This design comes from an exercise in tuning for small area, a short achievable clock period and few clock cycles per item on the open sky130 flow, not from production work.
Where RTL was checked, it was by simulation tests only, not by an equivalence proof against the original.
Power figures rest on the tool's default switching activity, not on a simulated workload.

## pkt_validator
module pkt_validator (
    input  wire        clk,
    input  wire        rst,
    input  wire        in_valid,
    output wire        in_ready,
    input  wire [31:0] in_data,
    input  wire        in_last,
    input  wire [1:0]  in_count,
    output reg         res_valid,
    output wire [2:0]  res_err,
    output wire [5:0]  res_vmask,
    output reg  [2:0]  res_cause,
    output wire [15:0] res_crc_calc,
    output wire [15:0] res_crc_read,
    output wire [10:0] res_apid,
    output wire [13:0] res_seq,
    output wire [16:0] res_plen,
    output wire [7:0]  res_stype,
    output wire [7:0]  res_ssub,
    output wire [7:0]  res_dest,
    output wire [47:0] res_time
);
For scale: roughly 1000 cells after synthesis, ~250 flip-flops, about 12000 um^2 of cells after synthesis.
clock: 5.0 ns
lec_check: 0
cap_margin: 20
core_margin: 2
core_utilization: 40
cts_cluster_diameter: 80
cts_cluster_size: 30
place_density: 0.6
setup_slack_margin: 2.7
slew_margin: 20
standard.sh (not shown) runs the stock make flow with config.mk's settings and CLKGATE_MAP_FILE= SYNTH_SCRIPT=/design/flow/synth_recipe.tcl, a recipe that flattens the netlist after the stock synthesis.
==> flow/flow/run.sh <==
#!/bin/bash
# The standard layout, with small buffers on the ports.
set -euo pipefail
bash standard.sh finish "BUFFER_PORTS_ARGS=-buffer_cell sky130_fd_sc_hd__buf_1" > standard.log 2>&1
The first run produced a clean layout.
Edit:
--- a/flow/design.v
+++ b/flow/design.v
@@ -163,15 +163,19 @@
                       byte1 & {8{!kill1}},
                       byte2 & {8{!kill2}},
                       byte3 & {8{!kill3}}};
     wire [15:0] crc_in = crc | {16{first}};
     wire [15:0] s4 = t22(crc_in ^ dm[31:16]) ^ t2(dm[15:0]);
     wire step4 = v_r && (first || b1 || (ge2 && (c_pos || (c_zero && rl != 2'd0))));
     wire undo  = !step4 && (kc != 2'd0);
-    wire [15:0] crc_nx = step4 ? s4 : undo ? tinv(crc) : 16'd0;
+    wire clr_ok  = pend1 && !r_ok;
+    wire clr_crc = pend1 && !(r_ok && got_lo);
+    wire        hold  = !step4 && !undo && !clr_crc;
+    wire [15:0] crc_nx = ({16{step4}} & s4) | ({16{undo}} & tinv(crc)) |
+                         ({16{hold}} & crc);
     wire h1  = kill1;
     wire h2  = kill2 && !kill1;
     wire h3  = kill3 && !kill2;
     wire lo0 = ge2 && c_m1 && (rl == 2'd3) && !got_lo;
     wire [7:0] hi_b = ({8{h0}} & byte0) | ({8{h1}} & byte1) |
                       ({8{h2}} & byte2) | ({8{h3}} & byte3);
     wire [7:0] lo_b = ({8{lo0}} & byte0) | ({8{h0}} & byte1) |
@@ -215,19 +219,16 @@
                 if (l_r)
                     bc <= 15'd0;
                 else if (!bc_sat)
                     bc <= bc + 15'd1;
             end
         end
     end
-    wire clr_ok  = pend1 && !r_ok;
-    wire clr_crc = pend1 && !(r_ok && got_lo);
     always @(posedge clk) begin
-        if (step4 || undo || clr_crc)
-            crc <= crc_nx;
+        crc <= crc_nx;
         if ((v_r && hi_here) || clr_crc)
             crc_rd[15:8] <= hi_b;
         if ((v_r && lo_here) || clr_crc)
             crc_rd[7:0] <= lo_b;
         if ((v_r && first) || clr_ok) begin
             f_ver   <= (byte0[7:5] != 3'd0);
             f_type  <= byte0[4];
Effect: The changed run completed with no timing, DRC or antenna violations; non-clock buffer count goes down by 75; sequential power rose by about 2%; via count decreases by about 6%; power goes down by about 9%; worst setup slack improves by 0.027 ns; maximum frequency went up by 1.2%; routed wire length fell by 5.1%; final cell count goes down by 3.6%; clock skew decreases by 0.017 ns.
Testbench counts after the change, summed over its fixed seeds: cycles 113,228, packets 1,280.
Function not checked in the first run of this note: the RTL went through the layout flow alone.

pkt_validator, a different RTL version from the one above (not shown whole).
For scale: about 1100 cells after synthesis, about 200 I/O pins, roughly 13000 µm² of cells after synthesis.
==> flow/design.v (excerpt) <==
module pkt_validator (
    input  wire        clk,
    input  wire        rst,
    input  wire        in_valid,
    output wire        in_ready,
    input  wire [31:0] in_data,
    input  wire        in_last,
    input  wire [1:0]  in_count,
    output reg         res_valid,
    output wire [2:0]  res_err,
    output wire [5:0]  res_vmask,
    output reg  [2:0]  res_cause,
    output wire [15:0] res_crc_calc,
    output wire [15:0] res_crc_read,
    output wire [10:0] res_apid,
    output wire [13:0] res_seq,
    output wire [16:0] res_plen,
    output wire [7:0]  res_stype,
    output wire [7:0]  res_ssub,
    output wire [7:0]  res_dest,
    output wire [47:0] res_time
);
==> flow/config.mk <==
export PLATFORM = sky130hd
export DESIGN_NAME = pkt_validator
export DESIGN_NICKNAME = pkt_validator
export VERILOG_FILES = /design/flow/design.v
export SDC_FILE = /design/flow/constraint.sdc
export NUM_CORES = 4
export LEC_CHECK = 0
export CAP_MARGIN = 20
export CORE_MARGIN = 2
export CORE_UTILIZATION = 40
export PLACE_DENSITY = 0.6
export SLEW_MARGIN = 20
==> flow/constraint.sdc <==
create_clock -name core_clock -period 5.0 [get_ports {clk}]
set_input_delay 1.0000 -clock core_clock [delete_from_list [all_inputs] [get_ports {clk}]]
set_output_delay 1.0000 -clock core_clock [all_outputs]
set_load 0.01 [all_outputs]
run.sh (not shown) runs the stock make flow with config.mk's settings and CLKGATE_MAP_FILE= SYNTH_SCRIPT=/design/flow/synth_recipe.tcl, a recipe that flattens the netlist after the stock synthesis.
Stock flow here: none of the scripts above is used.
Then changed:
--- a/flow/design.v
+++ b/flow/design.v
@@ -143,25 +143,25 @@
     wire u2 = (b1 && lf_hi0 && lfield[1:0] == 2'd1) || (ge2 && c_zero && rl == 2'd2);
     wire u3 = (b1 && lf_hi0 && lfield[1:0] == 2'd2) || (ge2 && c_zero && rl == 2'd3);
     wire sel4 = v_r && u4;
     wire sel1 = v_r && u1;
     wire sel2 = v_r && u2;
     wire sel3 = v_r && u3;
     wire sel0 = v_r && !(u4 || u1 || u2 || u3);
     wire [15:0] crc_in = crc | {16{first}};
     wire [15:0] x  = crc_in ^ d_r[31:16];
     wire [15:0] s1 = crc_step(crc_in, byte0);
     wire [15:0] s2 = t2(x);
     wire [15:0] s3 = crc_step(s2, byte2);
-    wire [15:0] s4 = t22(x) ^ t2(d_r[15:0]);
+    wire [15:0] s4 = t2(s2 ^ d_r[15:0]);
     wire [15:0] crc_nx = ({16{sel4}} & s4) | ({16{sel3}} & s3) |
                          ({16{sel2}} & s2) | ({16{sel1}} & s1) |
                          ({16{sel0}} & crc);
     wire h0  = ge2 && c_zero && (rl == 2'd0);
     wire h1  = u1;
     wire h2  = u2;
     wire h3  = u3;
     wire lo0 = ge2 && c_m1 && (rl == 2'd3) && !got_lo;
     wire [7:0] hi_b = ({8{h0}} & byte0) | ({8{h1}} & byte1) |
                       ({8{h2}} & byte2) | ({8{h3}} & byte3);
     wire [7:0] lo_b = ({8{lo0}} & byte0) | ({8{h0}} & byte1) |
                       ({8{h1}} & byte2) | ({8{h2}} & byte3);
After rerunning: The new run went through all stages and came out clean; register-to-register slack gets worse by 460 ps; maximum frequency goes down by 12%; combinational power goes up by 58%; cell count goes down by 5.6%; critical path depth goes down by 1.
No run of this note included a check of the RTL's function; only the layout flow was run.

afterwards: timing with drivers on the ports:
Ports are ideal in the flow. The routed layouts listed here were re-timed in OpenROAD.
Step 1 assumes that a clkbuf_16 drives the clock port and a buf_2 every other input.
Step 2 adds t to the input delays and takes it off the output delays; t is the mean of the earliest and latest rising clock arrival at the registers after step 1. Input paths then give back, and output paths get back, about the clock's delay inside the block.
Three values: ideal, step 1, step 2; two values: the first two.
| run | shift t [ns] | setup WS [ns] | hold WS [ns] | worst setup path at the end | clock arrival spread, ns |
|---|---|---|---|---|---|
| the first run of note 1 | 0.543 | 2.682 / 2.626 / 2.604 | 0.494 / 0.494 / 0.494 | input to register | 0.048 / 0.048 |
| the second run of note 1 | 0.545 | 2.709 / 2.685 / 2.572 | 0.505 / 0.505 / 0.505 | input to register | 0.030 / 0.030 |
| the first run of note 2 | 0.593 | 1.592 / 1.592 / 1.592 | 0.491 / 0.491 / 0.491 | register to register | 0.024 / 0.024 |
| the second run of note 2 | 0.559 | 1.131 / 1.131 / 1.131 | 0.491 / 0.491 / 0.491 | register to register | 0.015 / 0.015 |
After both steps setup and hold are still met in every run listed. The setup slack of the second run of note 1, which loses most, moves by -0.024 ns with the drivers and by -0.137 ns with both steps.
